Background: an optimization exercise with open tools, aiming at small area and a short achievable clock period. Do not read the settings as production practice. Where RTL was checked, it was by simulation tests only, not by an equivalence proof against the original. No functional check of the RTL was part of runs 4 to 6. Power is estimated from default activity; no workload was simulated.

==> design.v <==
module tap_fsm (
    input  wire [3:0] state,
    input  wire       c,
    output reg  [3:0] next
);
    localparam RTI    = 4'b0000, SEL_DR = 4'b0001, CAP_DR = 4'b0010, SH_DR  = 4'b0011,
               EX1_DR = 4'b0100, PAU_DR = 4'b0101, EX2_DR = 4'b0110, UPD_DR = 4'b0111,
               TLR    = 4'b1000, SEL_IR = 4'b1001, CAP_IR = 4'b1010, SH_IR  = 4'b1011,
               EX1_IR = 4'b1100, PAU_IR = 4'b1101, EX2_IR = 4'b1110, UPD_IR = 4'b1111;
    always @(*) begin
        case (state)
            TLR:    next = c ? TLR    : RTI;
            RTI:    next = c ? SEL_DR : RTI;
            SEL_DR: next = c ? SEL_IR : CAP_DR;
            CAP_DR: next = c ? EX1_DR : SH_DR;
            SH_DR:  next = c ? EX1_DR : SH_DR;
            EX1_DR: next = c ? UPD_DR : PAU_DR;
            PAU_DR: next = c ? EX2_DR : PAU_DR;
            EX2_DR: next = c ? UPD_DR : SH_DR;
            UPD_DR: next = c ? SEL_DR : RTI;
            SEL_IR: next = c ? TLR    : CAP_IR;
            CAP_IR: next = c ? EX1_IR : SH_IR;
            SH_IR:  next = c ? EX1_IR : SH_IR;
            EX1_IR: next = c ? UPD_IR : PAU_IR;
            PAU_IR: next = c ? EX2_IR : PAU_IR;
            EX2_IR: next = c ? UPD_IR : SH_IR;
            default: next = c ? SEL_DR : RTI;    
        endcase
    end
endmodule
module ir_decode (
    input  wire [7:0] value,
    input  wire       hi_nz,
    output reg  [3:0] code
);
    always @(*) begin
        if (hi_nz) code = 4'd14;
        else begin
            case (value)
                8'h83:   code = 4'd0;    
                8'h84:   code = 4'd1;    
                8'h85:   code = 4'd2;    
                8'h41:   code = 4'd3;    
                8'h43:   code = 4'd4;    
                8'hFF:   code = 4'd5;    
                8'h13:   code = 4'd6;    
                8'h14:   code = 4'd7;    
                8'h15:   code = 4'd8;    
                8'h44:   code = 4'd9;    
                8'h46:   code = 4'd10;   
                8'h22:   code = 4'd11;   
                8'h24:   code = 4'd12;   
                8'h61:   code = 4'd13;   
                default: code = 4'd14;   
            endcase
        end
    end
endmodule
module shift_field #(
    parameter W = 128
) (
    input  wire         clk,
    input  wire         clr,
    input  wire         shl,
    input  wire         din,
    input  wire [7:0]   set_hi,
    input  wire [15:0]  set_lo,
    output reg  [W-1:0] q
);
    wire shl_k  = shl & ~clr;
    wire hold_k = ~shl & ~clr;
    wire [W-1:0] set_mask;
    genvar i;
    generate
        for (i = 0; i < W; i = i + 1) begin : g_set
            assign set_mask[i] = set_hi[i / 16] & set_lo[i % 16];
        end
    endgenerate
    always @(posedge clk)
        q <= ({q[W-2:0], din} & {W{shl_k}}) | (q & {W{hold_k}}) | set_mask;
endmodule
module tap_core (
    input  wire         clk,
    input  wire         rst,
    input  wire         frame,
    input  wire         c,
    input  wire         t,
    input  wire         h,
    output wire         ev_valid,
    output wire         ev_kind,
    output wire [127:0] ev_to_target,
    output wire [127:0] ev_to_host,
    output wire [3:0]   ev_instr,
    output wire [1:0]   fault
);
    localparam RTI = 4'b0000;
    reg  [3:0] tap;
    reg        flt;
    reg  [7:0] len;
    reg        hi_nz;      
    wire [3:0] tap_next;
    wire mode   = tap[3];                   
    wire is_cap = (tap[2:0] == 3'b010);
    wire is_sh  = (tap[2:0] == 3'b011);
    wire is_upd = (tap[2:0] == 3'b111);
    wire live = frame & ~flt;
    wire full = len[7];                     
    wire sh   = live & is_sh & ~full;
    wire clr  = live & is_cap;
    tap_fsm u_fsm (
        .state (tap),
        .c     (c),
        .next  (tap_next)
    );
    always @(posedge clk) begin
        if (rst) begin
            tap <= RTI;
            flt <= 1'b0;
        end else if (live) begin
            if (is_sh & full) flt <= 1'b1;
            else              tap <= tap_next;
        end
    end
    always @(posedge clk) begin
        if (clr)     len <= 8'd0;
        else if (sh) len <= len + 8'd1;
    end
    always @(posedge clk) begin
        if (clr)                                  hi_nz <= 1'b0;
        else if (sh & mode & t & (|len[6:3]))     hi_nz <= 1'b1;
    end
    wire [7:0]  dec_hi = 8'd1 << len[6:4];
    wire [15:0] dec_lo = 16'd1 << len[3:0];
    wire [127:0] tt, th;
    shift_field u_tt (
        .clk    (clk),
        .clr    (clr),
        .shl    (sh & ~mode),
        .din    (t),
        .set_hi (dec_hi & {8{sh & mode & t}}),
        .set_lo (dec_lo),
        .q      (tt)
    );
    shift_field u_th (
        .clk    (clk),
        .clr    (clr),
        .shl    (sh & mode),
        .din    (h),
        .set_hi (dec_hi & {8{sh & ~mode & h}}),
        .set_lo (dec_lo),
        .q      (th)
    );
    ir_decode u_dec (
        .value (tt[7:0]),
        .hi_nz (hi_nz),
        .code  (ev_instr)
    );
    assign ev_valid     = live & is_upd;
    assign ev_kind      = mode;
    assign ev_to_target = tt;
    assign ev_to_host   = th;
    assign fault        = {flt, 1'b0};
endmodule
==> run.sh <==
#!/bin/bash
# synth_recipe.tcl (not shown) runs the flow's synth.tcl, then flattens the netlist and writes it again
# the make line also repeats each setting of config.mk as NAME=value (left out here)
make -C /OpenROAD-flow-scripts/flow DESIGN_CONFIG=/design/flow/config.mk WORK_HOME=/design/flow/orfs CLKGATE_MAP_FILE= SYNTH_SCRIPT=/design/flow/synth_recipe.tcl finish
==> config.mk <==
export PLATFORM = sky130hd
export DESIGN_NAME = tap_core
export DESIGN_NICKNAME = tap_core
export VERILOG_FILES = /design/flow/design.v
export SDC_FILE = /design/flow/constraint.sdc
export NUM_CORES = 4
export LEC_CHECK = 0
export CAP_MARGIN = 20
export CORE_MARGIN = 2
export CORE_UTILIZATION = 40
export SLEW_MARGIN = 20
==> constraint.sdc <==
create_clock -name core_clock -period 5.0 [get_ports {clk}]
set_input_delay 1.0000 -clock core_clock [delete_from_list [all_inputs] [get_ports {clk}]]
set_output_delay 1.0000 -clock core_clock [all_outputs]
set_load 0.01 [all_outputs]
==> results of run 1 <==
## sequential cells by signal, summed over array words and instances (netlist names)
name	flops
u_tt.q	128
u_th.q	128
len	8
tap	4
hi_nz	1
flt	1
## layout make-up
type	count	area (um^2)	share of cell area
Timing Repair Buffer	287	2840	0.191
Tap cell	378	473	0.0318
Multi-Input combinational cell	825	5130	0.345
Sequential cell	270	5410	0.364
Inverter	7	26.3	0.00177
Clock buffer	36	812	0.0546
Clock inverter	17	169	0.0114
## Yosys cell counts, types with 4 or more instances
master,n
buf_1,8
a221o_1,154
nand2b_1,8
xnor2_1,4
nor4_1,5
a211o_1,10
o21ai_0,18
dfxtp_1,270
or4_1,16
nor3b_1,11
clkbuf_1,51
nand3_1,60
buf_4,12
o211ai_1,52
inv_1,7
nand4_1,14
buf_6,8
and3_1,12
and3b_1,8
nor3_1,38
ha_1,6
nand3b_1,6
nand2_1,74
a21oi_1,57
nor2b_1,8
nor2_1,199
buf_2,53
o22ai_1,31
## through the flow
stage               utilization  std cells
global route              0.536       1820
finish                    0.536       1820
floorplan                     -       1234
global placement          0.501       1767
CTS                       0.536       1820
detailed placement        0.501       1767
## worst min-delay path by stage
stage                from    endpoint  slack (ns)
6_report       u_th.q[75]  u_th.q[76]        0.48
5_1_grt        u_th.q[75]  u_th.q[76]        0.50
4_1_cts        u_th.q[75]  u_th.q[76]        0.48
3_3_place_gp   u_th.q[75]  u_th.q[76]        0.47
3_5_place_dp   u_th.q[75]  u_th.q[76]        0.47
2_1_floorplan       hi_nz       hi_nz        0.47
## cell families (layout without fill, tap and decap cells)
kind of cell | after synthesis | count (layout) | share of synthesized area
AOI/OAI and AO/OA | 335 | 335 | 0.240
xor gates and xnor gates | 5 | 5 | 0.00391
adders and majority gates | 6 | 6 | 0.00670
buffers and inverters | 139 | 347 | 0.0619
DFF | 270 | 270 | 0.483
muxes | 1 | 1 | 0.000894
other | 1 | 1 | 0.000335
and+or+nand+nor | 477 | 477 | 0.203
## power breakdown
group | leakage, nW | switching (mW) | internal, mW | total [mW]
clock | 0.492 | 0.913 | 1.30 | 2.22
combinational | 2.63 | 0.228 | 0.115 | 0.344
sequential | 2.18 | 0.0505 | 2.20 | 2.25
total | 5.30 | 1.19 | 3.62 | 4.81
## worst max-delay path: cells and delay by family, from the launching register on
kind	cells	cell delay, ns
AOI/OAI and AO/OA	2	0.31
buffers and inverters	1	0.57
and+or+nand+nor	2	0.76
DFF	1	0.70
## routing by layer
| metal | vias up | global-route usage |
|---|---|---|
| met5 | - | 0 |
| met4 | 0 | 0.0954 |
| met3 | 75 | 0.0331 |
| met2 | 446 | 0.414 |
| met1 | 5279 | 0.383 |
| li1 | 4986 | - |
==> results by group, run 1 <==
Flow run
  • Max Cap Viol: 0

Logic synthesis
  • Unique masters post-synth: 51
  • Synth Warn #: 4
  • Top-area cell type share of the netlist area: 0.483
  • Post-synthesis sequential element count: 270
  • Syn nets: 1246
  • Sequential share of the synthesized area: 0.483
  • Area leader, netlist: dfxtp_1
  • Number of synthesized flops with an enable pin: 0
  • Syn Area/Cell: 9.08 um^2
  • Synth Instances: 1234
  • Mapped cell area: 11200 um^2
  • Ys async rst share: 0
  • Top cells by area, synth: dfxtp_1 (48%), a221o_1 (14%), nor2_1 (6.7%), o211ai_1 (3.5%), nand3_1 (2.7%)
  • Main synth FF type: dfxtp_1

Routing
  • Vias/cell: 5.93
  • Final ANT Viol Nets: 0
  • TritonRoute pass-1 iters: 5
  • Avg WL per Cell: 22.6 um
  • Met1 Wirelength: 18600 um
  • Total length of routed met2 wires: 18600 um
  • Met3 routed WL: 2500 um
  • Top sig layer: met4
  • Vias: 10800
  • Initial drt markers: 1352
  • DRC: 0
  • Routed wire length: 41200 um

Worst setup path
  • Critical path endpoint: ev_instr[0]
  • Critical-path cell list: nor3b_1, a22oi_1, or4_1, a31oi_1, clkdlybuf4s50_1
  • Startpoint Class: register
  • Setup crit end kind: primary output
  • Max incr delay on CP: 0.70 ns
  • FF-to-FF path depth: 6
  • Reg-to-reg endpoint: u_th.q[23]
  • R2R Path Start: tap[2]
  • Setup crit start: u_tt.q[5]
  • R2r setup slk: 2.29 ns
  • Critical path class: reg2out
  • Req. time, crit path: 4.00 ns
  • Maximum fanout along the worst path: 17
  • Critical path data arrival time: 2.88 ns
  • Critical-path top delay cell: dfxtp_1

Layout
  • Fillers: 2536
  • Commonest non-fill, non-tap cell in the layout: dfxtp_1
  • Layout area overhead: 32.7%
  • Design Area, Final: 14900 um^2
  • Layout Nets: 1432
  • Share of cells above drive strength 1: 0.0596
  • Most frequent cells in the layout: dfxtp_1 (270), clkdlybuf4s50_1 (268), nor2_1 (199)
  • Antenna diodes: 0

Timing
  • Worst Skew: 0.0140 ns
  • Count of final setup violators: 0
  • Fmax: 258 MHz
  • Hold_ws: 0.481 ns
  • Max-slew headroom: 0.233
  • Final WS setup: 1.12 ns
  • Crit share post-route: 0.776
  • Slew Limit Fails: 0
  • RSZ-0062 raised after global routing: no
  • Worst-margin pin slew: 1.15 ns
  • Setup TNS: 0 ns
  • Fin. Hold Viols: 0
  • Fin crit period: 3.88 ns

Floorplanning
  • Core Box Area: 27700 um^2
  • Rows: 61
  • Initial Util: 0.404
  • Die Height: 171 um
  • # IOs: 270
  • Die W: 171 um
  • DIE AREA: 29400 um^2

CTS
  • CTS tree: built
  • Clock buffer depth: 3
  • Sink Count: 270
  • Post-cts hold buffer count: 0
  • Total CTS buffers: 29
  • Post-CTS resize count: 0
  • H-tree levels: 1
  • # Post-CTS Setup Buffers: 0
  • Skew-Pair Late Insertion Delay: 0.55 ns
  • Clock root cell: clkbuf_16
  • Reg clk slew, reported paths: 0.06 ns

Pwr
  • Leak: 5.30 nW
  • Power, Total: 4.81 mW
  • Pwr dens: 324 nW/um^2
  • Maximum vdd drop: 0.262 mV

Status
  • Status: timing/DRC/antenna clean

Min path
  • Hold Crit Depth: 2
  • Worst hold path type: reg2reg

Global route
  • First-pass GRT wire length: 60700 um
  • Largest net degree at the start of global routing: 129
  • Global-route usage over all layers: 0.267
  • Total gr overflow: 0
  • Initial antenna violation count: 0
  • Vias in the first global route: 9581

Placed design
  • Placement Setup Slack: 1.32 ns
  • Port bufs: 268
  • Placed cell area: 13900 um^2
  • Post-DP HPWL: 26400 um
  • Gpl congestion: 0.816
==> run 2: changes to the inputs <==
--- a/design.v
+++ b/design.v
@@ -69,15 +69,35 @@
 );
     wire shl_k  = shl & ~clr;
     wire hold_k = ~shl & ~clr;
-    wire [W-1:0] set_mask;
+    wire [W-1:0] prev = {q[W-2:0], din};
+    wire [W-1:0] d;
     genvar i;
     generate
-        for (i = 0; i < W; i = i + 1) begin : g_set
-            assign set_mask[i] = set_hi[i / 16] & set_lo[i % 16];
+        for (i = 0; i < W; i = i + 1) begin : g_bit
+            field_bit u_bit (
+                .shl  (shl_k),
+                .hold (hold_k),
+                .prev (prev[i]),
+                .cur  (q[i]),
+                .sa   (set_hi[i / 16]),
+                .sb   (set_lo[i % 16]),
+                .d    (d[i])
+            );
         end
     endgenerate
     always @(posedge clk)
-        q <= ({q[W-2:0], din} & {W{shl_k}}) | (q & {W{hold_k}}) | set_mask;
+        q <= d;
+endmodule
+module field_bit (
+    input  wire shl,
+    input  wire hold,
+    input  wire prev,
+    input  wire cur,
+    input  wire sa,
+    input  wire sb,
+    output wire d
+);
+    assign d = (shl & prev) | (hold & cur) | (sa & sb);
 endmodule
 module tap_core (
     input  wire         clk,
@@ -150,13 +170,18 @@
         .set_lo (dec_lo),
         .q      (th)
     );
+    wire [3:0] code;
+    reg  [3:0] instr_q;
     ir_decode u_dec (
         .value (tt[7:0]),
         .hi_nz (hi_nz),
-        .code  (ev_instr)
+        .code  (code)
     );
+    always @(posedge clk)
+        instr_q <= code;
     assign ev_valid     = live & is_upd;
     assign ev_kind      = mode;
+    assign ev_instr     = instr_q;
     assign ev_to_target = tt;
     assign ev_to_host   = th;
     assign fault        = {flt, 1'b0};
--- a/config.mk
+++ b/config.mk
@@ -9,3 +9,4 @@
 export CORE_MARGIN = 2
 export CORE_UTILIZATION = 40
 export SLEW_MARGIN = 20
+export SYNTH_HIERARCHICAL = 1
==> results by group, run 2 <==
Status
  • Status: timing/DRC/antenna clean

CTS
  • Post-cts hold buffer count: 0 (unchanged)
  • # Post-CTS Setup Buffers: 0 (unchanged)
  • Post-CTS resize count: 0 (unchanged)
  • CTS tree: built
  • Skew-Pair Late Insertion Delay: 0.54 ns (about the same)
  • Clock buffer depth: 3 (unchanged)
  • Clock root cell: clkbuf_16
  • Reg clk slew, reported paths: 0.06 ns (about the same)
  • Sink Count: 274 (+1.5%)
  • H-tree levels: 1 (unchanged)
  • Total CTS buffers: 30 (+3.4%)

Logic synthesis
  • Area leader, netlist: dfxtp_1
  • Synth Instances: 989 (-20%)
  • Main synth FF type: dfxtp_1
  • Most frequent cell after synthesis: dfxtp_1
  • Number of synthesized flops with an enable pin: 0 (unchanged)
  • Post-synthesis sequential element count: 274 (+1.5%)
  • Syn Area/Cell: 10.4 um^2 (+15%)
  • Mapped cell area: 10300 um^2 (-7.9%)
  • Unique masters post-synth: 58 (+14%)
  • Sequential share of the synthesized area: 0.532 (+0.0493)
  • Syn nets: 1001 (-20%)
  • Top-area cell type share of the netlist area: 0.532 (+0.0493)
  • Synth Warn #: 10 (+6)
  • Top cells by area, synth: dfxtp_1 (53%), a222oi_1 (25%), inv_1 (9.6%), nor2_1 (0.98%), and2_1 (0.73%)
  • Ys async rst share: 0 (unchanged)
  • Post-synth top cells: dfxtp_1 (274), inv_1 (264), a222oi_1 (256)

Timing
  • Worst-margin pin slew: 1.22 ns (+0.0766 ns)
  • Fin. Hold Viols: 0 (unchanged)
  • Count of final setup violators: 0 (unchanged)
  • Crit share post-route: 0.735 (-0.0408)
  • Worst Skew: 0.00991 ns (-0.00408 ns)
  • Setup TNS: 0 ns (unchanged)
  • Slew Limit Fails: 0 (unchanged)
  • RSZ-0062 raised after global routing: no
  • Fmax: 272 MHz (+5.6%)
  • Fin crit period: 3.68 ns (-0.204 ns)
  • Final WS setup: 1.32 ns (+0.204 ns)
  • Max-slew headroom: 0.184 (-0.0492)

Worst setup path
  • R2R Path Start: tap[2]
  • Max incr delay on CP: 0.57 ns (-0.13 ns)
  • Setup crit start: frame
  • Crit path buf inv count: 2 (+1)
  • Critical path data arrival time: 2.68 ns (-0.20 ns)
  • Critical path class: in2out
  • Critical-path top delay cell: clkdlybuf4s50_1
  • Most frequent CP cell: clkdlybuf4s50_1
  • Setup crit end kind: primary output
  • Startpoint Class: primary input
  • Maximum fanout along the worst path: 8 (-9)
  • Crit path max-delay family: buffers and inverters
  • Critical-path cell list: clkdlybuf4s50_1, and4b_1, and2_1, clkdlybuf4s50_1
  • Req. time, crit path: 4.00 ns (about the same)

Min path
  • Worst hold path type: reg2reg
  • Worst Hold Launch: u_th.q[127]

Global route
  • Vias in the first global route: 8784 (-8.3%)
  • Total gr overflow: 0 (unchanged)
  • First-pass GRT wire length: 54100 um (-11%)
  • Global-route usage over all layers: 0.258 (-0.00975)
  • Largest net degree at the start of global routing: 129 (unchanged)
  • Initial antenna violation count: 0 (unchanged)

Floorplanning
  • DIE AREA: 27100 um^2 (-7.7%)
  • Die W: 165 um (-4.0%)
  • Rows: 58 (-4.9%)
  • # IOs: 270 (unchanged)
  • Initial Util: 0.408 (+0.00406)
  • Die Height: 165 um (-4.0%)
  • Core Box Area: 25300 um^2 (-8.8%)

Layout
  • Share of cells above drive strength 1: 0.0686 (+0.00899)
  • Layout area overhead: 42.6%
  • Most frequent cells in the layout: dfxtp_1 (274), clkdlybuf4s50_1 (268), inv_1 (264)
  • Top flop regs: u_th.q: 128 flops, u_tt.q: 128 flops, len: 8 flops
  • Design Area, Final: 14700 um^2 (-1.0%)
  • Final core utilization: 0.582 (+0.0460)
  • Multi-input gate area: 3770 um^2 (-27%)
  • Register Area: 5490 um^2 (+1.5%)
  • Commonest non-fill, non-tap cell in the layout: dfxtp_1
  • Antenna diodes: 0 (unchanged)
  • Fillers: 2210 (-13%)
  • Layout Nets: 1314 (-8.2%)

Routing
  • Final ANT Viol Nets: 0 (unchanged)
  • Vias: 9963 (-7.6%)
  • Routed wire length: 36800 um (-11%)
  • Initial drt markers: 2187 (+62%)
  • Vias/cell: 6.02 (+1.5%)
  • TritonRoute pass-1 iters: 11 (+6)
  • DRC: 0 (unchanged)
  • Avg WL per Cell: 22.2 um (-1.8%)

Pwr
  • Sw Ratio: 0.204 (-0.0441)
  • Maximum vdd drop: 0.239 mV (-8.7%)
  • Clock share of power: 0.516 (+0.055)
  • Reg power frac: 0.466 (-0.002)
  • P_sw: 960 uW (-19%)
  • Leak: 7.07 nW (+33%)
  • Combinational share of power: 0.017 (-0.054)
  • Pwr dens: 320 nW/um^2 (-1.0%)
  • Internal Power: 3.75 mW (+3.7%)

Placed design
  • Gpl congestion: 0.823 (+0.91%)
  • Port bufs: 268 (unchanged)
  • Post-DP HPWL: 22600 um (-14%)
  • Placed cell area: 13600 um^2 (-2.0%)
  • Placement Setup Slack: 1.07 ns (-0.249 ns)

Flow run
  • Max Cap Viol: 0 (unchanged)
## run 2: cell type report
class | instances | share of cell area
flip-flops and latches | 274 | 0.373
multi-input cells | 437 | 0.256
repair buffers | 295 | 0.200
inverters | 264 | 0.0674
clock buffers | 49 | 0.0641
well taps | 330 | 0.0281
clock inverters | 7 | 0.0118
## run 2: power by group through the flow
stage | Clock, mW | Sequential (mW) | Combinational (mW)
2_1_floorplan | 0 | 2.24 | 0.0433
3_3_place_gp | 0 | 2.25 | 0.0809
3_5_place_dp | 0 | 2.25 | 0.0808
4_1_cts | 2.47 | 2.20 | 0.0808
5_1_grt | 2.58 | 2.20 | 0.0859
6_report | 2.43 | 2.20 | 0.0822
## run 2: path summary, 6_finish.rpt
kind	to	slack (ns)	cells after the start
min	u_th.q[127]	0.48	2
min reg2reg	u_th.q[127]	0.48	2
max reg2reg	u_tt.q[89]	1.97	6
max	ev_valid	1.32	4
## run 2: modules after synthesis (local to each module, per instance)
module / times used / cells
ir_decode: 1 / 59
shift_field: 2 / 130
field_bit: 256 / 2
tap_fsm: 1 / 19
tap_core: 1 / 139
## run 2: cells by family after synthesis
group	Yosys count	synth area share
buffers and inverters	278	0.105
XOR/XNOR	2	0.00170
other	1	0.000364
adder cells (fa/ha/maj)	6	0.00728
multiplexers	3	0.00291
AND/OR/NAND/NOR	124	0.0727
flip-flops	274	0.532
AO/OA/AOI/OAI	301	0.278
## run 2: worst register-to-register path, cell delays in order, from the launching register on
cell,delay (ns)
dfxtp_1,0.51
or2_1,0.43
nor3_1,0.38
nor2b_4,0.93
buf_12,0.42
a222oi_1,0.18
inv_1,0.12
## run 2: routing by layer
metal / up-vias / wire [um] / global-route usage
li1: 4569 / - / -
met1: 4829 / 15200 / 0.355
met2: 523 / 16900 / 0.400
met3: 42 / 4060 / 0.0784
met4: 0 / 631 / 0.0538
met5: - / 0 / 0
## run 2: per-stage QoR
step / hold slack, ns / std cells / total power [mW]
final: 0.483 / 1656 / 4.71
after global routing: 0.511 / 1656 / 4.86
after CTS: 0.489 / 1656 / 4.75
after detailed placement: 0.460 / 1600 / 2.33
after global placement: 0.448 / 1600 / 2.33
after floorplan: 0.425 / 989 / 2.28
==> run 3: changes to the inputs <==
==> flow/run.sh (new file) <==
#!/bin/bash
# The standard layout, with the ports buffered by the smallest buffer
# (buf_1) instead of the delay buffer buffer_ports picks by default.
set -euo pipefail
bash standard.sh BUFFER_PORTS_ARGS="-buffer_cell sky130_fd_sc_hd__buf_1" finish > make_finish.log 2>&1
==> standard.sh (new file) <==
#!/bin/bash
# synth_recipe.tcl (not shown) runs the flow's synth.tcl, then flattens the netlist and writes it again
# the make line also repeats each setting of config.mk as NAME=value (left out here)
make -C /OpenROAD-flow-scripts/flow DESIGN_CONFIG=/design/flow/config.mk WORK_HOME=/design/flow/orfs CLKGATE_MAP_FILE= SYNTH_SCRIPT=/design/flow/synth_recipe.tcl "${@:-finish}"
removed: run.sh
==> results by group, run 3 <==
Status
  • Status: timing/DRC/antenna clean

Layout
  • Final core utilization: 0.505 (-0.0777)
  • Top flop regs: u_th.q: 128 flops, u_tt.q: 128 flops, len: 8 flops
  • Commonest non-fill, non-tap cell in the layout: dfxtp_1
  • Antenna diodes: 0 (unchanged)
  • Layout area overhead: 23.6%
  • Most frequent cells in the layout: dfxtp_1 (274), buf_1 (268), inv_1 (264)
  • Layout Nets: 1305 (-0.68%)
  • Register Area: 5490 um^2 (unchanged)
  • Share of cells above drive strength 1: 0.0603 (-0.00832)
  • Design Area, Final: 12700 um^2 (-13%)
  • Fillers: 2467 (+12%)
  • Multi-input gate area: 3780 um^2 (+0.37%)

Worst setup path
  • Critical-path top delay cell: nor2b_4
  • Reg-to-reg endpoint: u_tt.q[25]
  • Critical path class: in2reg
  • Crit path buf inv count: 3 (+1)
  • Max incr delay on CP: 0.64 ns (+0.07 ns)
  • FF-to-FF path depth: 6 (unchanged)
  • Startpoint Class: primary input
  • Crit path max-delay family: simple AND/OR/NAND/NOR gates
  • R2r setup slk: 1.89 ns (-0.08 ns)
  • Req. time, crit path: 5.47 ns (+1.47 ns)
  • Critical-path cell list: buf_1, nand4b_1, nor3_1, nor2b_4, buf_4, a222oi_1, inv_1
  • Critical path data arrival time: 3.65 ns (+0.97 ns)
  • WP depth: 7 (+3)
  • R2R Path Start: tap[1]
  • Setup crit end kind: register
  • Maximum fanout along the worst path: 41 (+33)

CTS
  • Reg clk slew, reported paths: 0.06 ns (about the same)
  • Skew-Pair Late Insertion Delay: 0.55 ns (about the same)
  • # Post-CTS Setup Buffers: 0 (unchanged)
  • Clock buffer depth: 3 (unchanged)
  • CTS tree: built
  • Clock root cell: clkbuf_16
  • H-tree levels: 1 (unchanged)
  • Post-CTS resize count: 0 (unchanged)
  • Sink Count: 274 (unchanged)
  • Post-cts hold buffer count: 0 (unchanged)
  • Total CTS buffers: 29 (-3.3%)

Logic synthesis
  • Ys async rst share: 0 (unchanged)
  • Top cells by area, synth: dfxtp_1 (53%), a222oi_1 (25%), inv_1 (9.6%), nor2_1 (0.98%), and2_1 (0.73%)
  • Synth Instances: 989 (unchanged)
  • Post-synth top cells: dfxtp_1 (274), inv_1 (264), a222oi_1 (256)
  • Main synth FF type: dfxtp_1
  • Syn Area/Cell: 10.4 um^2 (unchanged)
  • Top-area cell type share of the netlist area: 0.532 (unchanged)
  • Most frequent cell after synthesis: dfxtp_1
  • Sequential share of the synthesized area: 0.532 (unchanged)
  • Mapped cell area: 10300 um^2 (unchanged)
  • Area leader, netlist: dfxtp_1
  • Post-synthesis sequential element count: 274 (unchanged)
  • Number of synthesized flops with an enable pin: 0 (unchanged)
  • Syn nets: 1001 (unchanged)
  • Synth Warn #: 10 (unchanged)
  • Unique masters post-synth: 58 (unchanged)

Global route
  • Initial antenna violation count: 0 (unchanged)
  • Vias in the first global route: 8826 (+0.48%)
  • Largest net degree at the start of global routing: 92 (-29%)
  • First-pass GRT wire length: 52500 um (-3.0%)
  • Total gr overflow: 0 (unchanged)
  • Global-route usage over all layers: 0.248 (-0.00950)

Routing
  • Vias: 9949 (-0.14%)
  • Final ANT Viol Nets: 0 (unchanged)
  • Initial drt markers: 2115 (-3.3%)
  • Vias/cell: 6.07 (+0.83%)
  • Avg WL per Cell: 22.0 um (-1.0%)
  • DRC: 0 (unchanged)
  • Routed wire length: 36100 um (-2.0%)
  • TritonRoute pass-1 iters: 12 (+1)

Pwr
  • Power, Total: 4.36 mW (-7.5%)
  • Pwr dens: 342 nW/um^2 (+6.7%)
  • Reg power frac: 0.504 (+0.038)
  • Sw Ratio: 0.214 (+0.00985)
  • P_sw: 931 uW (-3.0%)
  • Clock share of power: 0.478 (-0.038)
  • Leak: 6.32 nW (-11%)
  • Maximum vdd drop: 0.265 mV (+11%)
  • Internal Power: 3.43 mW (-8.6%)
  • Combinational share of power: 0.017 (about the same)

Floorplanning
  • Core Box Area: 25300 um^2 (unchanged)
  • # IOs: 270 (unchanged)
  • Rows: 58 (unchanged)
  • Die Height: 165 um (unchanged)
  • Initial Util: 0.408 (unchanged)
  • DIE AREA: 27100 um^2 (unchanged)
  • Die W: 165 um (unchanged)

Placed design
  • Port bufs: 268 (unchanged)
  • Gpl congestion: 0.803 (-2.5%)
  • Placed cell area: 11800 um^2 (-13%)
  • Post-DP HPWL: 22000 um (-2.6%)

Timing
  • Setup TNS: 0 ns (unchanged)
  • Crit share post-route: 0.635 (-0.100)
  • Worst Skew: 0.0282 ns (+0.0183 ns)
  • Max-slew headroom: 0.218 (+0.0346)
  • Fin crit period: 3.18 ns (-0.500 ns)
  • Count of final setup violators: 0 (unchanged)
  • RSZ-0062 raised after global routing: no
  • Hold_ws: 0.472 ns (-0.0110 ns)
  • Fin. Hold Viols: 0 (unchanged)
  • Slew Limit Fails: 0 (unchanged)
  • Worst-margin pin slew: 1.17 ns (-0.0519 ns)
  • Fmax: 315 MHz (+16%)

Min path
  • Worst hold path type: reg2reg
  • Worst Hold Launch: u_th.q[127]
  • Worst Hold Endpoint: u_th.q[127]
  • Hold Crit Depth: 2 (unchanged)

Flow run
  • Max Cap Viol: 0 (unchanged)
## run 3: cell counts after synthesis
No cell type changed its count.
## run 3: cell families (layout without fill, tap and decap cells)
kind of cell,Yosys count,after routing,synth area share
flip-flops,274,274,0.532
buffers and inverters,278,599,0.105
multiplexers,3,3,0.00291
other,1,1,0.000364
XOR/XNOR,2,2,0.00170
adder cells (fa/ha/maj),6,6,0.00728
AO/OA/AOI/OAI,301,301,0.278
AND/OR/NAND/NOR,124,124,0.0727
## run 3: layout make-up
class	count	share of cell area
sequential	274	0.430
multi-input combinational	437	0.297
timing repair buffer	287	0.0921
inverter	264	0.0778
clock buffer	42	0.0639
tap	330	0.0324
clock inverter	6	0.00687
## run 3: per-module statistics from Yosys, one instance, submodules excluded
module / area, um^2 / flops+latches
field_bit: 13.8 / 0
ir_decode: 417 / 0
shift_field: 2580 / 128
tap_core: 1110 / 18
tap_fsm: 105 / 0
## run 3: worst max path at each step
stage / from / to
2_1_floorplan: frame / u_th.q[0]
3_5_place_dp: frame / u_tt.q[25]
6_report: frame / u_tt.q[25]
5_1_grt: frame / u_tt.q[26]
4_1_cts: frame / u_tt.q[25]
3_3_place_gp: frame / u_tt.q[26]
## run 3: metal layers
layer  wire length [um]  vias to the layer above  global-route usage
li1                   -                     4536                   -
met1              15200                     4823               0.337
met2              16400                      541               0.396
met3               3900                       49              0.0688
met4                602                        0              0.0522
met5                  0                        -                   0
## run 3: tightest hold or removal path, delay by kind of cell (launching register included)
kind,cells,cell delay (ns)
AO/OA/AOI/OAI,1,0.06
flip-flops,1,0.33
buffers and inverters,1,0.05
## run 3: power by group through the flow
| stage | clock network (mW) | registers (mW) | logic (mW) |
|---|---|---|---|
| floorplan | 0 | 2.24 | 0.0433 |
| global placement | 0 | 2.25 | 0.0773 |
| detailed placement | 0 | 2.25 | 0.0772 |
| CTS | 2.12 | 2.20 | 0.0771 |
| global route | 2.21 | 2.20 | 0.0828 |
| finish | 2.08 | 2.20 | 0.0761 |
## run 3: stage by stage
stage	std cells	setup WS [ns]
finish	1640	1.82
CTS	1636	1.89
detailed placement	1588	1.35
global placement	1587	1.37
global route	1640	1.48
floorplan	989	0.705
==> run 4: changes to the inputs <==
--- a/design.v
+++ b/design.v
@@ -60,23 +60,21 @@
     parameter W = 128
 ) (
     input  wire         clk,
-    input  wire         clr,
     input  wire         shl,
+    input  wire         hold,
     input  wire         din,
     input  wire [7:0]   set_hi,
     input  wire [15:0]  set_lo,
     output reg  [W-1:0] q
 );
-    wire shl_k  = shl & ~clr;
-    wire hold_k = ~shl & ~clr;
     wire [W-1:0] prev = {q[W-2:0], din};
     wire [W-1:0] d;
     genvar i;
     generate
         for (i = 0; i < W; i = i + 1) begin : g_bit
             field_bit u_bit (
-                .shl  (shl_k),
-                .hold (hold_k),
+                .shl  (shl),
+                .hold (hold),
                 .prev (prev[i]),
                 .cur  (q[i]),
                 .sa   (set_hi[i / 16]),
@@ -123,10 +121,12 @@
     wire is_cap = (tap[2:0] == 3'b010);
     wire is_sh  = (tap[2:0] == 3'b011);
     wire is_upd = (tap[2:0] == 3'b111);
-    wire live = frame & ~flt;
-    wire full = len[7];                     
-    wire sh   = live & is_sh & ~full;
-    wire clr  = live & is_cap;
+    wire full   = len[7];                   
+    wire ok_sh  = ~flt & is_sh & ~full;
+    wire ok_cap = ~flt & is_cap;
+    wire live   = frame & ~flt;
+    wire sh     = frame & ok_sh;
+    wire clr    = frame & ok_cap;
     tap_fsm u_fsm (
         .state (tap),
         .c     (c),
@@ -151,22 +151,26 @@
     end
     wire [7:0]  dec_hi = 8'd1 << len[6:4];
     wire [15:0] dec_lo = 16'd1 << len[3:0];
+    wire ok_tt_shl = ok_sh & ~mode;         
+    wire ok_th_shl = ok_sh & mode;          
+    wire [7:0] ok_tt_set = dec_hi & {8{ok_sh & mode}};
+    wire [7:0] ok_th_set = dec_hi & {8{ok_sh & ~mode}};
     wire [127:0] tt, th;
     shift_field u_tt (
         .clk    (clk),
-        .clr    (clr),
-        .shl    (sh & ~mode),
+        .shl    (frame & ok_tt_shl),
+        .hold   (~(frame & (ok_tt_shl | ok_cap))),
         .din    (t),
-        .set_hi (dec_hi & {8{sh & mode & t}}),
+        .set_hi (ok_tt_set & {8{frame & t}}),
         .set_lo (dec_lo),
         .q      (tt)
     );
     shift_field u_th (
         .clk    (clk),
-        .clr    (clr),
-        .shl    (sh & mode),
+        .shl    (frame & ok_th_shl),
+        .hold   (~(frame & (ok_th_shl | ok_cap))),
         .din    (h),
-        .set_hi (dec_hi & {8{sh & ~mode & h}}),
+        .set_hi (ok_th_set & {8{frame & h}}),
         .set_lo (dec_lo),
         .q      (th)
     );
@@ -179,7 +183,7 @@
     );
     always @(posedge clk)
         instr_q <= code;
-    assign ev_valid     = live & is_upd;
+    assign ev_valid     = frame & ~flt & is_upd;
     assign ev_kind      = mode;
     assign ev_instr     = instr_q;
     assign ev_to_target = tt;
--- a/config.mk
+++ b/config.mk
@@ -8,5 +8,6 @@
 export CAP_MARGIN = 20
 export CORE_MARGIN = 2
 export CORE_UTILIZATION = 40
+export SETUP_SLACK_MARGIN = 2.4
 export SLEW_MARGIN = 20
 export SYNTH_HIERARCHICAL = 1
==> results by group, run 4 <==
CTS
  • H-tree levels: 1 (unchanged)
  • Reg clk slew, reported paths: 0.06 ns (about the same)
  • CTS tree: built
  • Total CTS buffers: 30 (+3.4%)
  • Skew-Pair Late Insertion Delay: 0.58 ns (+0.03 ns)
  • Clock buffer depth: 3 (unchanged)
  • Clock root cell: clkbuf_16
  • Sink Count: 274 (unchanged)

Worst setup path
  • Reg-to-reg endpoint: u_th.q[56]
  • FF-to-FF path depth: 7 (+1)
  • Critical path class: in2out
  • Critical path endpoint: ev_valid
  • R2r setup slk: 2.62 ns (+0.73 ns)
  • Req. time, crit path: 4.00 ns (-1.47 ns)
  • Maximum fanout along the worst path: 5 (-88%)
  • Critical path data arrival time: 1.59 ns (-2.06 ns)
  • Setup crit end kind: primary output
  • Setup crit start: frame
  • R2R Path Start: tap[3]
  • Startpoint Class: primary input

Logic synthesis
  • Main synth FF type: dfxtp_1
  • Top cells by area, synth: dfxtp_1 (53%), a222oi_1 (25%), inv_1 (9.8%), nor2_1 (0.99%), ha_1 (0.73%)
  • Syn nets: 999 (-0.20%)
  • Post-synthesis sequential element count: 274 (unchanged)
  • Syn Area/Cell: 10.4 um^2 (about the same)
  • Number of synthesized flops with an enable pin: 0 (unchanged)
  • Mapped cell area: 10300 um^2 (-0.25%)
  • Area leader, netlist: dfxtp_1
  • Sequential share of the synthesized area: 0.533 (+0.00136)
  • Top-area cell type share of the netlist area: 0.533 (+0.00136)
  • Synth Warn #: 10 (unchanged)
  • Post-synth top cells: dfxtp_1 (274), inv_1 (268), a222oi_1 (256)
  • Synth Instances: 987 (-0.20%)
  • Ys async rst share: 0 (unchanged)
  • Most frequent cell after synthesis: dfxtp_1
  • Unique masters post-synth: 55 (-5.2%)

Timing
  • Fin crit period: 2.59 ns (-0.589 ns)
  • Crit share post-route: 0.517 (-0.118)
  • Worst Skew: 0.0258 ns (-0.00240 ns)
  • Fin. Hold Viols: 0 (unchanged)
  • Fmax: 387 MHz (+23%)
  • Final WS setup: 2.41 ns (+0.589 ns)
  • Count of final setup violators: 0 (unchanged)
  • Max-slew headroom: 0.193 (-0.0258)
  • Worst-margin pin slew: 1.21 ns (+0.0387 ns)
  • RSZ-0062 raised after global routing: no
  • Slew Limit Fails: 0 (unchanged)

Floorplanning
  • Core Box Area: 25200 um^2 (-0.29%)
  • Rows: 58 (unchanged)
  • Initial Util: 0.408 (about the same)
  • # IOs: 270 (unchanged)
  • Die Height: 164 um (-0.12%)
  • Die W: 164 um (-0.12%)
  • DIE AREA: 27000 um^2 (-0.25%)

Placed design
  • Placed cell area: 11800 um^2 (-0.24%)
  • Gpl congestion: 0.820 (+2.1%)
  • Placement Setup Slack: 1.59 ns (+0.242 ns)
  • Port bufs: 268 (unchanged)
  • Post-DP HPWL: 22100 um (+0.24%)

Layout
  • Top flop regs: u_th.q: 128 flops, u_tt.q: 128 flops, len: 8 flops
  • Commonest non-fill, non-tap cell in the layout: dfxtp_1
  • Most frequent cells in the layout: dfxtp_1 (271), inv_1 (268), buf_1 (266)
  • Multi-input gate area: 3800 um^2 (+0.66%)
  • Design Area, Final: 13000 um^2 (+1.9%)
  • Layout area overhead: 26.2%
  • Share of cells above drive strength 1: 0.0779 (+0.0176)
  • Fillers: 2381 (-3.5%)
  • Antenna diodes: 0 (unchanged)
  • Register Area: 5490 um^2 (+0.11%)
  • Layout Nets: 1299 (-0.46%)

Min path
  • Worst hold path type: reg2reg
  • Hold Crit Depth: 2 (unchanged)

Global route
  • Vias in the first global route: 8892 (+0.75%)
  • First-pass GRT wire length: 53100 um (+1.0%)
  • Initial antenna violation count: 0 (unchanged)
  • Global-route usage over all layers: 0.252 (+0.00391)
  • Total gr overflow: 0 (unchanged)
  • Largest net degree at the start of global routing: 129 (+40%)

Routing
  • Vias/cell: 6.14 (+1.2%)
  • Routed wire length: 36700 um (+1.7%)
  • Initial drt markers: 2311 (+9.3%)
  • DRC: 0 (unchanged)
  • Vias: 10100 (+1.2%)
  • Avg WL per Cell: 22.4 um (+1.8%)
  • Final ANT Viol Nets: 0 (unchanged)
  • TritonRoute pass-1 iters: 10 (-2)

Pwr
  • Maximum vdd drop: 0.232 mV (-13%)
  • Pwr dens: 355 nW/um^2 (+4.0%)
  • Leak: 6.45 nW (+2.1%)

Flow run
  • Max Cap Viol: 0 (unchanged)

Status
  • Status: timing/DRC/antenna clean
run 4: cell types whose count changed in the layout (fill, tap and decap cells not counted), sizes merged, moves of 3 or more:
cell and change:
buf -7, and2 -5, and3 +5, clkbuf +4, nor2b -3, o21ai -3
or4 +3
run 4: cell families after synthesis:
| family | after synthesis | share of synthesized area |
|---|---|---|
| AO/OA/AOI/OAI | 302 | 0.280 |
| buffers and inverters | 282 | 0.107 |
| flip-flops | 274 | 0.533 |
| AND/OR/NAND/NOR | 119 | 0.0698 |
| adder cells (fa/ha/maj) | 6 | 0.00730 |
| XOR/XNOR | 2 | 0.00170 |
| other | 1 | 0.000365 |
| multiplexers | 1 | 0.000973 |
run 4: worst min path at each step:
stage	startpoint	to
floorplan	hi_nz	instr_q[0]
global placement	u_th.q[127]	u_th.q[127]
detailed placement	u_th.q[127]	u_th.q[127]
CTS	u_th.q[127]	u_th.q[127]
global route	u_th.q[127]	u_th.q[127]
finish	u_th.q[127]	u_th.q[127]
run 4: layer usage:
layer,vias to the layer above,share of wire,global-route usage
met2,575,0.46,0.398
met1,4888,0.40,0.339
met3,59,0.12,0.0657
met4,0,0.026,0.0730
li1,4545,-,-
met5,-,0,0
run 4: through the flow:
stage,hold slack [ns],cells,setup TNS [ns],utilization,total power [mW]
floorplan,0.425,987,-575.32,-,2.28
global placement,0.444,1581,0,0.467,2.32
detailed placement,0.453,1581,0,0.467,2.32
CTS,0.474,1638,0,0.514,4.65
global route,0.516,1639,0,0.516,4.74
finish,0.480,1639,0,0.516,4.61
run 4: final cells by class:
cell class / instances / share of cell area
clock inverters: 8 / 0.0127
inverters: 268 / 0.0775
clock buffers: 46 / 0.0694
multi-input cells: 431 / 0.293
repair buffers: 282 / 0.0925
well taps: 330 / 0.0318
flip-flops and latches: 274 / 0.423
run 4: modules after synthesis (local to each module, per instance):
module       cells  cell area [um^2]  times used  flops+latches
ir_decode       59               417           1              0
tap_core       141              1120           1             18
tap_fsm         19               105           1              0
field_bit        2              13.8         256              0
shift_field    128              2560           2            128
run 4: critical path, stage by stage:
cell and delay [ns]:
buf_6 0.11, and4b_2 0.21, and2_4 0.16, buf_6 0.11
run 4: what timing repair did:
item,in CTS,in global routing
cloned,2,0
setup endpoints to repair,217,226
buffers inserted,1,1
pin swaps,1,1
hold buffers,0,0
resized for setup,15,13
run 4: power by group:
group	internal, mW	switching [mW]	total [mW]
Clock	1.44	0.900	2.34
Sequential	2.19	0.0104	2.20
Combinational	0.0155	0.0597	0.0752
==> run 5: changes to the inputs <==
--- a/config.mk
+++ b/config.mk
@@ -8,6 +8,6 @@
 export CAP_MARGIN = 20
 export CORE_MARGIN = 2
 export CORE_UTILIZATION = 40
-export SETUP_SLACK_MARGIN = 2.4
+export SETUP_SLACK_MARGIN = 2.7
 export SLEW_MARGIN = 20
 export SYNTH_HIERARCHICAL = 1
==> results by group, run 5 <==
Status
  • Status: timing/DRC/antenna clean

Timing
  • Final WS setup: 2.41 ns (-0.00170 ns)
  • Fin. Hold Viols: 0 (unchanged)
  • Worst Skew: 0.0218 ns (-0.00406 ns)
  • RSZ-0062 raised after global routing: yes
  • Fmax: 386 MHz (about the same)
  • Slew Limit Fails: 0 (unchanged)
  • Crit share post-route: 0.518 (about the same)
  • Hold_ws: 0.490 ns (+0.0108 ns)
  • Max-slew headroom: 0.240 (+0.0473)
  • Count of final setup violators: 0 (unchanged)
  • Fin crit period: 2.59 ns (+0.00170 ns)
  • Worst-margin pin slew: 1.14 ns (-0.0710 ns)

Pwr
  • Power, Total: 4.50 mW (-2.6%)
  • Maximum vdd drop: 0.250 mV (+7.9%)
  • Leak: 6.52 nW (+1.1%)
  • Pwr dens: 342 nW/um^2 (-3.7%)

Placed design
  • Placement Setup Slack: 1.36 ns (-0.233 ns)
  • Post-DP HPWL: 22400 um (+1.4%)
  • Port bufs: 268 (unchanged)
  • Gpl congestion: 0.787 (-3.9%)
  • Placed cell area: 11800 um^2 (+0.29%)

Routing
  • Initial drt markers: 2540 (+9.9%)
  • Vias/cell: 6.12 (-0.36%)
  • Final ANT Viol Nets: 0 (unchanged)
  • TritonRoute pass-1 iters: 10 (unchanged)
  • Avg WL per Cell: 22.4 um (+0.17%)
  • Vias: 10100 (+0.74%)
  • DRC: 0 (unchanged)
  • Routed wire length: 37100 um (+1.3%)

Layout
  • Final core utilization: 0.521 (+0.00591)
  • Antenna diodes: 0 (unchanged)
  • Design Area, Final: 13100 um^2 (+1.1%)
  • Most frequent cells in the layout: inv_1 (268), buf_1 (266), dfxtp_1 (262)
  • Top flop regs: u_th.q: 128 flops, u_tt.q: 128 flops, len: 8 flops
  • Layout Nets: 1316 (+1.3%)
  • Share of cells above drive strength 1: 0.0957 (+0.0178)
  • Layout area overhead: 27.7%
  • Commonest non-fill, non-tap cell in the layout: inv_1

Floorplanning
  • Rows: 58 (unchanged)
  • Core Box Area: 25200 um^2 (unchanged)
  • Initial Util: 0.408 (unchanged)
  • Die W: 164 um (unchanged)
  • Die Height: 164 um (unchanged)
  • DIE AREA: 27000 um^2 (unchanged)
  • # IOs: 270 (unchanged)

Worst setup path
  • Critical path endpoint: ev_valid
  • Setup crit end kind: primary output
  • Startpoint Class: primary input
  • Max incr delay on CP: 0.22 ns (about the same)
  • Critical-path cell list: buf_8, and4b_2, and2_4, buf_6
  • Critical path data arrival time: 1.59 ns (about the same)
  • R2R Path Start: tap[2]
  • Critical-path top delay cell: and4b_2
  • R2r setup slk: 2.76 ns (+0.14 ns)
  • Maximum fanout along the worst path: 3 (-2)
  • Critical path class: in2out
  • Reg-to-reg endpoint: u_tt.q[16]
  • Req. time, crit path: 4.00 ns (about the same)
  • Setup crit start: frame
  • FF-to-FF path depth: 7 (unchanged)

CTS
  • Reg clk slew, reported paths: 0.06 ns (about the same)
  • Sink Count: 274 (unchanged)
  • Clock root cell: clkbuf_16
  • Skew-Pair Late Insertion Delay: 0.56 ns (-0.02 ns)
  • Clock buffer depth: 3 (unchanged)
  • CTS tree: built
  • Total CTS buffers: 30 (unchanged)
  • Post-cts hold buffer count: 0 (unchanged)
  • H-tree levels: 1 (unchanged)

Logic synthesis
  • Most frequent cell after synthesis: dfxtp_1
  • Post-synthesis sequential element count: 274 (unchanged)
  • Top-area cell type share of the netlist area: 0.533 (unchanged)
  • Unique masters post-synth: 55 (unchanged)
  • Number of synthesized flops with an enable pin: 0 (unchanged)
  • Sequential share of the synthesized area: 0.533 (unchanged)
  • Syn nets: 999 (unchanged)
  • Top cells by area, synth: dfxtp_1 (53%), a222oi_1 (25%), inv_1 (9.8%), nor2_1 (0.99%), ha_1 (0.73%)
  • Main synth FF type: dfxtp_1
  • Mapped cell area: 10300 um^2 (unchanged)
  • Syn Area/Cell: 10.4 um^2 (unchanged)
  • Area leader, netlist: dfxtp_1
  • Post-synth top cells: dfxtp_1 (274), inv_1 (268), a222oi_1 (256)
  • Synth Warn #: 10 (unchanged)
  • Ys async rst share: 0 (unchanged)
  • Synth Instances: 987 (unchanged)

Global route
  • Total gr overflow: 0 (unchanged)
  • First-pass GRT wire length: 54000 um (+1.8%)
  • Initial antenna violation count: 0 (unchanged)
  • Global-route usage over all layers: 0.257 (+0.00447)
  • Vias in the first global route: 8947 (+0.62%)
  • Largest net degree at the start of global routing: 87 (-33%)

Flow run
  • Max Cap Viol: 0 (unchanged)

Min path
  • Worst hold path type: reg2reg
-- run 5: cell counts after synthesis --
No cell type changed its count.
-- run 5: what timing repair did --
| action | CTS | global route |
|---|---|---|
| pin swaps | 2 | 4 |
| hold endpoints to repair | 0 | 0 |
| gates resized for setup | 47 | 18 |
| cloned | 2 | 1 |
| setup endpoints to repair | 261 | 221 |
| buffers inserted | 5 | 6 |
-- run 5: final cells by class --
cell class                 count  area, um^2
clock buffer                  43         870
clock inverter                12         130
fill                        2392       12100
inverter                     268        1010
multi-input combinational    433        3860
sequential                   274        5510
tap                          330         413
timing repair buffer         297        1340
-- run 5: Yosys stat by module, one instance, submodules excluded --
module,cells inside,area (um^2)
field_bit,2,13.8
tap_core,141,1120
tap_fsm,19,105
shift_field,128,2560
ir_decode,59,417
-- run 5: kinds of logic (layout without fill, tap and decap cells) --
family	Yosys count	after routing	synth area share
AOI/OAI and AO/OA	302	302	0.280
xor gates and xnor gates	2	2	0.00170
adders and majority gates	6	6	0.00730
muxes	1	1	0.000973
buffers and inverters	282	620	0.107
and+or+nand+nor	119	121	0.0698
other	1	1	0.000365
DFF	274	274	0.533
-- run 5: routing by layer --
layer  global-route usage  vias up  wire [um]
met4               0.0554        0        704
met2                0.403      579      17000
li1                     -     4584          -
met3               0.0712       54       4360
met5                    0        -          0
met1                0.352     4924      15100
-- run 5: worst min-delay path by stage --
stage / startpoint / to / slack, ns / cells after the start
4_1_cts: u_th.q[104] / u_th.q[104] / 0.49 / 2
3_5_place_dp: u_th.q[127] / u_th.q[127] / 0.47 / 2
5_1_grt: u_th.q[104] / u_th.q[104] / 0.51 / 2
2_1_floorplan: hi_nz / instr_q[0] / 0.42 / 1
3_3_place_gp: u_tt.q[115] / u_tt.q[115] / 0.47 / 2
6_report: u_th.q[17] / u_th.q[17] / 0.49 / 2
-- run 5: worst max-delay path, delay by kind of cell --
family | cells | cell delay (ns)
simple gates | 2 | 0.37
buf+inv | 2 | 0.21
-- run 5: stage by stage --
stage                     TNS [ns]  instances
after floorplan            -575.32        987
after global placement           0       1588
after detailed placement         0       1588
after CTS                        0       1650
after global routing             0       1657
final                            0       1657
-- run 5: power by group --
| group | internal (mW) | switching, mW |
|---|---|---|
| clock network | 1.31 | 0.907 |
| logic | 0.0181 | 0.0632 |
| registers | 2.19 | 0.0103 |
| total | 3.51 | 0.980 |
==> run 6: changes to the inputs <==
--- a/design.v
+++ b/design.v
@@ -183,10 +183,21 @@
     );
     always @(posedge clk)
         instr_q <= code;
-    assign ev_valid     = frame & ~flt & is_upd;
+    ev_gate u_ev (
+        .frame    (frame),
+        .ok       (~flt & is_upd),
+        .ev_valid (ev_valid)
+    );
     assign ev_kind      = mode;
     assign ev_instr     = instr_q;
     assign ev_to_target = tt;
     assign ev_to_host   = th;
     assign fault        = {flt, 1'b0};
 endmodule
+module ev_gate (
+    input  wire frame,
+    input  wire ok,
+    output wire ev_valid
+);
+    assign ev_valid = frame & ok;
+endmodule
--- a/config.mk
+++ b/config.mk
@@ -8,6 +8,7 @@
 export CAP_MARGIN = 20
 export CORE_MARGIN = 2
 export CORE_UTILIZATION = 40
+export CTS_BUF_LIST = sky130_fd_sc_hd__clkbuf_4 sky130_fd_sc_hd__clkbuf_8
 export SETUP_SLACK_MARGIN = 2.7
 export SLEW_MARGIN = 20
 export SYNTH_HIERARCHICAL = 1
==> results by group, run 6 <==
Status
  • Status: timing/DRC/antenna clean

Layout
  • Multi-input gate area: 3970 um^2 (+2.7%)
  • Share of cells above drive strength 1: 0.129 (+0.0334)
  • Layout area overhead: 28.8%
  • Layout Nets: 1346 (+2.3%)
  • Final core utilization: 0.526 (+0.00494)
  • Top flop regs: u_th.q: 128 flops, u_tt.q: 128 flops, len: 8 flops
  • Final Non-Filler Cells: 1693 (+2.2%)
  • Most frequent cells in the layout: inv_1 (268), buf_1 (265), dfxtp_1 (261)
  • Register Area: 5510 um^2 (+0.16%)
  • Commonest non-fill, non-tap cell in the layout: inv_1
  • Antenna diodes: 0 (unchanged)
  • Fillers: 2376 (-0.67%)

Pwr
  • Maximum vdd drop: 0.199 mV (-21%)
  • Clock share of power: 0.455 (-0.038)
  • Reg power frac: 0.486 (-0.003)
  • Sw Ratio: 0.248 (+0.0296)
  • Combinational share of power: 0.059 (+0.041)
  • P_sw: 1.14 mW (+16%)
  • Pwr dens: 346 nW/um^2 (+1.2%)
  • Leak: 6.66 nW (+2.2%)
  • Internal Power: 3.46 mW (-1.4%)

Routing
  • DRC: 0 (unchanged)
  • Vias/cell: 6.03 (-1.5%)
  • TritonRoute pass-1 iters: 13 (+3)
  • Avg WL per Cell: 22.3 um (-0.45%)
  • Final ANT Viol Nets: 0 (unchanged)
  • Routed wire length: 37800 um (+1.7%)
  • Vias: 10200 (+0.68%)
  • Initial drt markers: 2614 (+2.9%)

Global route
  • Total gr overflow: 0 (unchanged)
  • Largest net degree at the start of global routing: 82 (-5.7%)
  • Initial antenna violation count: 0 (unchanged)
  • First-pass GRT wire length: 55000 um (+1.8%)
  • Global-route usage over all layers: 0.263 (+0.00694)
  • Vias in the first global route: 9131 (+2.1%)

Timing
  • Fin. Hold Viols: 0 (unchanged)
  • Fin crit period: 2.49 ns (-0.102 ns)
  • Crit share post-route: 0.497 (-0.0204)
  • Worst Skew: 0.0204 ns (-0.00131 ns)
  • Worst-margin pin slew: 1.08 ns (-0.0639 ns)
  • Count of final setup violators: 0 (unchanged)
  • Slew Limit Fails: 0 (unchanged)
  • RSZ-0062 raised after global routing: yes
  • Hold_ws: 0.468 ns (-0.0221 ns)
  • Max-slew headroom: 0.283 (+0.0426)
  • Setup TNS: 0 ns (unchanged)
  • Fmax: 402 MHz (+4.1%)

Floorplanning
  • # IOs: 270 (unchanged)
  • Initial Util: 0.409 (about the same)
  • DIE AREA: 27100 um^2 (+0.34%)
  • Die Height: 165 um (+0.17%)
  • Die W: 165 um (+0.17%)
  • Rows: 58 (unchanged)
  • Core Box Area: 25300 um^2 (+0.29%)

CTS
  • Sink Count: 274 (unchanged)
  • CTS tree: built
  • Post-cts hold buffer count: 0 (unchanged)
  • Clock buffer depth: 3 (unchanged)
  • Total CTS buffers: 46 (+53%)
  • Skew-Pair Late Insertion Delay: 0.55 ns (about the same)
  • H-tree levels: 2 (+1)
  • Clock root cell: clkbuf_8
  • Reg clk slew, reported paths: 0.07 ns (about the same)

Min path
  • Worst hold path type: reg2reg
  • Hold Crit Depth: 2 (unchanged)

Logic synthesis
  • Sequential share of the synthesized area: 0.531 (-0.00187)
  • Synth Instances: 988 (+0.10%)
  • Unique masters post-synth: 58 (+5.5%)
  • Most frequent cell after synthesis: dfxtp_1
  • Area leader, netlist: dfxtp_1
  • Post-synth top cells: dfxtp_1 (274), inv_1 (268), a222oi_1 (256)
  • Number of synthesized flops with an enable pin: 0 (unchanged)
  • Post-synthesis sequential element count: 274 (unchanged)
  • Synth Warn #: 10 (unchanged)
  • Syn Area/Cell: 10.4 um^2 (+0.25%)
  • Syn nets: 1000 (+0.10%)
  • Main synth FF type: dfxtp_1
  • Top-area cell type share of the netlist area: 0.531 (-0.00187)
  • Mapped cell area: 10300 um^2 (+0.35%)
  • Top cells by area, synth: dfxtp_1 (53%), a222oi_1 (25%), inv_1 (9.7%), and3_1 (0.79%), nor2_1 (0.76%)
  • Ys async rst share: 0 (unchanged)

Worst setup path
  • Setup crit end kind: primary output
  • Critical path data arrival time: 1.49 ns (-0.10 ns)
  • Startpoint Class: register
  • Maximum fanout along the worst path: 2 (-1)
  • FF-to-FF path depth: 6 (-1)
  • Critical path class: reg2out
  • Req. time, crit path: 4.00 ns (about the same)

Placed design
  • Post-Place Cells: 1594 (+0.38%)
  • Gpl congestion: 0.838 (+6.4%)
  • Port bufs: 268 (unchanged)
  • Post-DP HPWL: 22200 um (-0.64%)

Flow run
  • Max Cap Viol: 0 (unchanged)
## run 6: cell types whose count changed in the layout (fill, tap and decap cells not counted), moves of 6 or more
cell / change
clkbuf_8: +50
clkbuf_16: -31
clkbuf_1: -6
clkbuf_4: +15
nand2b_1: +8
buf_4: +9
## run 6: per-layer routing
metal | GRT usage | wire [um] | vias to the layer above | share of wire
met2 | 0.412 | 17200 | 568 | 0.46
li1 | - | - | 4647 | -
met3 | 0.0733 | 4130 | 60 | 0.11
met5 | 0 | 0 | - | 0
met1 | 0.355 | 15600 | 4935 | 0.41
met4 | 0.0802 | 820 | 0 | 0.022
## run 6: worst max-delay path: stages, from the launching register on
cell	delay (ns)
dfxtp_4	0.34
and3b_2	0.21
and2_4	0.15
and2_4	0.13
buf_6	0.11
## run 6: final timing paths
path          startpoint  slack [ns]           to
min reg2reg  u_tt.q[127]        0.47  u_tt.q[127]
max               tap[1]        2.51     ev_valid
max reg2reg          flt        2.83   u_tt.q[94]
min          u_tt.q[127]        0.47  u_tt.q[127]
## run 6: layout make-up
class                      instances  area share
clock buffer                      73      0.0685
clock inverter                     4     0.00405
inverter                         268      0.0757
multi-input combinational        437       0.299
sequential                       274       0.415
tap                              330      0.0311
timing repair buffer             307       0.107
## run 6: cell families (layout without fill, tap and decap cells)
group                      after synthesis  in the layout  share of synthesized area
xor gates and xnor gates                 2              2                    0.00170
and+or+nand+nor                        121            124                     0.0716
other                                    1              1                   0.000363
AOI/OAI and AO/OA                      296            298                      0.276
buffers and inverters                  282            652                      0.105
DFF                                    274            274                      0.531
adders and majority gates                6              6                    0.00727
muxes                                    6              6                    0.00582
## run 6: through the flow
step	total power, mW	instance area [um^2]	setup WS, ns
floorplan	2.39	10300	1.63
global placement	2.53	11900	1.63
detailed placement	2.53	11900	1.60
CTS	4.63	13100	2.49
global route	4.75	13300	2.48
finish	4.61	13300	2.51
## run 6: Yosys stat by module, one instance, submodules excluded
module | cells inside | cell area, um^2 | times used
ir_decode | 59 | 417 | 1
shift_field | 128 | 2560 | 2
ev_gate | 1 | 6.26 | 1
tap_core | 141 | 1150 | 1
field_bit | 2 | 13.8 | 256
tap_fsm | 19 | 105 | 1
## run 6: power groups by stage
stage               logic [mW]  registers [mW]  clock network [mW]
floorplan                0.122            2.27                   0
global placement         0.241            2.29                   0
detailed placement       0.241            2.29                   0
CTS                      0.262            2.24                2.13
global route             0.278            2.24                2.23
finish                   0.271            2.24                2.10
## run 6: what timing repair did
action / 4_1_cts / 5_1_grt
hold endpoints to repair: 0 / 0
setup buffers: 8 / 9
gates cloned: 5 / 0
endpoints found under the setup margin: 264 / 177
resized for setup: 45 / 18
pin swaps: 2 / 10
==> run 7: changes to the inputs <==
--- a/design.v
+++ b/design.v
@@ -116,11 +116,11 @@
     reg        flt;
     reg  [7:0] len;
     reg        hi_nz;      
+    reg        upd_q;      
     wire [3:0] tap_next;
     wire mode   = tap[3];                   
     wire is_cap = (tap[2:0] == 3'b010);
     wire is_sh  = (tap[2:0] == 3'b011);
-    wire is_upd = (tap[2:0] == 3'b111);
     wire full   = len[7];                   
     wire ok_sh  = ~flt & is_sh & ~full;
     wire ok_cap = ~flt & is_cap;
@@ -134,11 +134,16 @@
     );
     always @(posedge clk) begin
         if (rst) begin
-            tap <= RTI;
-            flt <= 1'b0;
+            tap   <= RTI;
+            flt   <= 1'b0;
+            upd_q <= 1'b0;
         end else if (live) begin
-            if (is_sh & full) flt <= 1'b1;
-            else              tap <= tap_next;
+            if (is_sh & full) begin
+                flt   <= 1'b1;
+            end else begin
+                tap   <= tap_next;
+                upd_q <= (tap_next[2:0] == 3'b111);
+            end
         end
     end
     always @(posedge clk) begin
@@ -185,7 +190,7 @@
         instr_q <= code;
     ev_gate u_ev (
         .frame    (frame),
-        .ok       (~flt & is_upd),
+        .ok       (upd_q),
         .ev_valid (ev_valid)
     );
     assign ev_kind      = mode;
--- a/config.mk
+++ b/config.mk
@@ -8,7 +8,6 @@
 export CAP_MARGIN = 20
 export CORE_MARGIN = 2
 export CORE_UTILIZATION = 40
-export CTS_BUF_LIST = sky130_fd_sc_hd__clkbuf_4 sky130_fd_sc_hd__clkbuf_8
-export SETUP_SLACK_MARGIN = 2.7
+export SETUP_SLACK_MARGIN = 2.65
 export SLEW_MARGIN = 20
 export SYNTH_HIERARCHICAL = 1
==> results by group, run 7 <==
Status
  • Status: timing/DRC/antenna clean

Pwr
  • Leak: 6.52 nW (-2.2%)
  • Maximum vdd drop: 0.241 mV (+22%)
  • Pwr dens: 354 nW/um^2 (+2.2%)

CTS
  • CTS tree: built
  • Clock buffer depth: 3 (unchanged)
  • Skew-Pair Late Insertion Delay: 0.55 ns (about the same)
  • H-tree levels: 1 (-1)
  • Total CTS buffers: 29 (-37%)
  • Clock root cell: clkbuf_16
  • Reg clk slew, reported paths: 0.06 ns (about the same)
  • Post-cts hold buffer count: 0 (unchanged)
  • Sink Count: 275 (+0.36%)

Floorplanning
  • Rows: 58 (unchanged)
  • Initial Util: 0.408 (about the same)
  • # IOs: 270 (unchanged)
  • Core Box Area: 25300 um^2 (unchanged)
  • Die Height: 165 um (about the same)
  • Die W: 165 um (about the same)
  • DIE AREA: 27100 um^2 (about the same)

Timing
  • Setup TNS: 0 ns (unchanged)
  • RSZ-0062 raised after global routing: no
  • Fmax: 426 MHz (+5.9%)
  • Fin. Hold Viols: 0 (unchanged)
  • Count of final setup violators: 0 (unchanged)
  • Worst Skew: 0.0127 ns (-0.00776 ns)
  • Max-slew headroom: 0.191 (-0.0913)
  • Worst-margin pin slew: 1.21 ns (+0.137 ns)
  • Slew Limit Fails: 0 (unchanged)
  • Fin crit period: 2.35 ns (-0.139 ns)
  • Crit share post-route: 0.470 (-0.0277)
  • Final WS setup: 2.65 ns (+0.139 ns)

Global route
  • Global-route usage over all layers: 0.253 (-0.0100)
  • Total gr overflow: 0 (unchanged)
  • Vias in the first global route: 8853 (-3.0%)
  • Largest net degree at the start of global routing: 129 (+57%)
  • First-pass GRT wire length: 53600 um (-2.5%)
  • Initial antenna violation count: 0 (unchanged)

Logic synthesis
  • Number of synthesized flops with an enable pin: 0 (unchanged)
  • Sequential share of the synthesized area: 0.534 (+0.00226)
  • Most frequent cell after synthesis: dfxtp_1
  • Unique masters post-synth: 54 (-6.9%)
  • Syn Area/Cell: 10.4 um^2 (-0.56%)
  • Post-synthesis sequential element count: 275 (+0.36%)
  • Synth Instances: 993 (+0.51%)
  • Post-synth top cells: dfxtp_1 (275), inv_1 (265), a222oi_1 (256)
  • Ys async rst share: 0 (unchanged)
  • Area leader, netlist: dfxtp_1
  • Top-area cell type share of the netlist area: 0.534 (+0.00226)
  • Main synth FF type: dfxtp_1
  • Synth Warn #: 10 (unchanged)
  • Syn nets: 1005 (+0.50%)
  • Mapped cell area: 10300 um^2 (about the same)
  • Top cells by area, synth: dfxtp_1 (53%), a222oi_1 (25%), inv_1 (9.6%), nor2_1 (1.0%), and2_1 (0.85%)

Routing
  • Avg WL per Cell: 22.3 um (about the same)
  • TritonRoute pass-1 iters: 12 (-1)
  • Routed wire length: 37000 um (-2.1%)
  • DRC: 0 (unchanged)
  • Vias: 10100 (-0.80%)
  • Vias/cell: 6.11 (+1.4%)
  • Initial drt markers: 2231 (-15%)
  • Final ANT Viol Nets: 0 (unchanged)

Worst setup path
  • Crit path max-delay family: buffers and inverters
  • Critical path class: in2out
  • Maximum fanout along the worst path: 6 (+4)
  • Critical-path cell list: buf_8, and2_4, buf_6
  • Crit path buf inv count: 2 (+1)
  • Req. time, crit path: 4.00 ns (about the same)
  • Critical path data arrival time: 1.35 ns (-0.14 ns)
  • Critical-path top delay cell: and2_4
  • Max incr delay on CP: 0.13 ns (-0.21 ns)
  • Startpoint Class: primary input
  • Setup crit end kind: primary output

Layout
  • Top flop regs: u_th.q: 128 flops, u_tt.q: 128 flops, len: 8 flops
  • Most frequent cells in the layout: buf_1 (266), inv_1 (265), dfxtp_1 (263)
  • Antenna diodes: 0 (unchanged)
  • Layout Nets: 1316 (-2.2%)
  • Layout area overhead: 28.0%
  • Share of cells above drive strength 1: 0.0950 (-0.0342)
  • Commonest non-fill, non-tap cell in the layout: buf_1

Min path
  • Worst hold path type: reg2reg

Placed design
  • Port bufs: 268 (unchanged)
  • Gpl congestion: 0.758 (-9.5%)
  • Placement Setup Slack: 1.42 ns (-0.176 ns)
  • Post-DP HPWL: 21900 um (-1.6%)

Flow run
  • Max Cap Viol: 0 (unchanged)
==> run 7: cell types whose count changed after synthesis, sizes merged, moves of 4 or more <==
cell	before	now
nor2	21	29
a21oi	8	13
and3	13	6
nand3	6	11
nor3	5	9
nand2b	12	6
and2	8	14
nor4	7	1
mux2i	6	2
==> run 7: power by group <==
group	internal, mW	switching (mW)	total [mW]
combinational	0.0377	0.125	0.162
sequential	2.20	0.0196	2.22
clock	1.37	0.918	2.29
total	3.61	1.06	4.67
==> run 7: per-module statistics from Yosys (local to each module, per instance) <==
module,times used,flip-flops and latches,area [um^2]
field_bit,256,0,13.8
ir_decode,1,0,417
tap_fsm,1,0,105
shift_field,2,128,2560
tap_core,1,19,1140
ev_gate,1,0,6.26
==> run 7: final cells by class <==
class                           count  area (um^2)
Multi-Input combinational cell    440         3890
Inverter                          265          995
Tap cell                          330          413
Sequential cell                   275         5520
Clock buffer                       40          867
Timing Repair Buffer              293         1350
Fill cell                        2381        12100
Clock inverter                     14          173
==> run 7: per-stage QoR <==
stage	cells	util	hold WS, ns	instance area [um^2]	total power, mW
2_1_floorplan	993	-	0.439	10300	2.35
3_3_place_gp	1588	0.467	0.462	11800	2.41
3_5_place_dp	1588	0.467	0.455	11800	2.41
4_1_cts	1655	0.521	0.477	13200	4.71
5_1_grt	1657	0.523	0.508	13200	4.81
6_report	1657	0.523	0.482	13200	4.67
==> run 7: kinds of logic (layout without fill, tap and decap cells) <==
kind of cell	after synthesis	in the layout	synth area share
adders and majority gates	6	6	0.00728
muxes	2	2	0.00194
buffers and inverters	279	612	0.105
and+or+nand+nor	125	126	0.0710
xor gates and xnor gates	2	2	0.00170
DFF	275	275	0.534
AOI/OAI and AO/OA	303	303	0.279
other	1	1	0.000364
==> run 7: layer usage <==
metal,vias to the layer above,global-route usage,share of wire
li1,4576,-,-
met1,4975,0.349,0.42
met2,538,0.401,0.46
met3,39,0.0653,0.11
met4,0,0.0569,0.016
met5,-,0,0
==> run 7: worst min-delay path: stages, from the launching register on <==
cell	delay, ns
dfxtp_1	0.34
a222oi_1	0.06
inv_1	0.05
==> run 7: worst paths after layout <==
| check | startpoint | cells past startpoint | slack, ns | to |
|---|---|---|---|---|
| max | frame | 3 | 2.65 | ev_valid |
| min | u_th.q[127] | 2 | 0.48 | u_th.q[127] |
| max reg2reg | tap[1] | 6 | 2.79 | u_th.q[109] |
| min reg2reg | u_th.q[127] | 2 | 0.48 | u_th.q[127] |
==> run 7: timing repair <==
item | 4_1_cts | 5_1_grt
resized for setup | 47 | 9
setup endpoints to repair | 263 | 220
setup buffers | 10 | 1
pin swaps | 10 | 1
cloned | 3 | 1

Check on run 7: ideal ports give 2.652 ns setup slack; a clkbuf_16 on the clock port and buf_2 on the inputs give 2.612 ns; moving port delays by the midpoint clock arrival (0.595 ns) as well gives 2.128 ns.
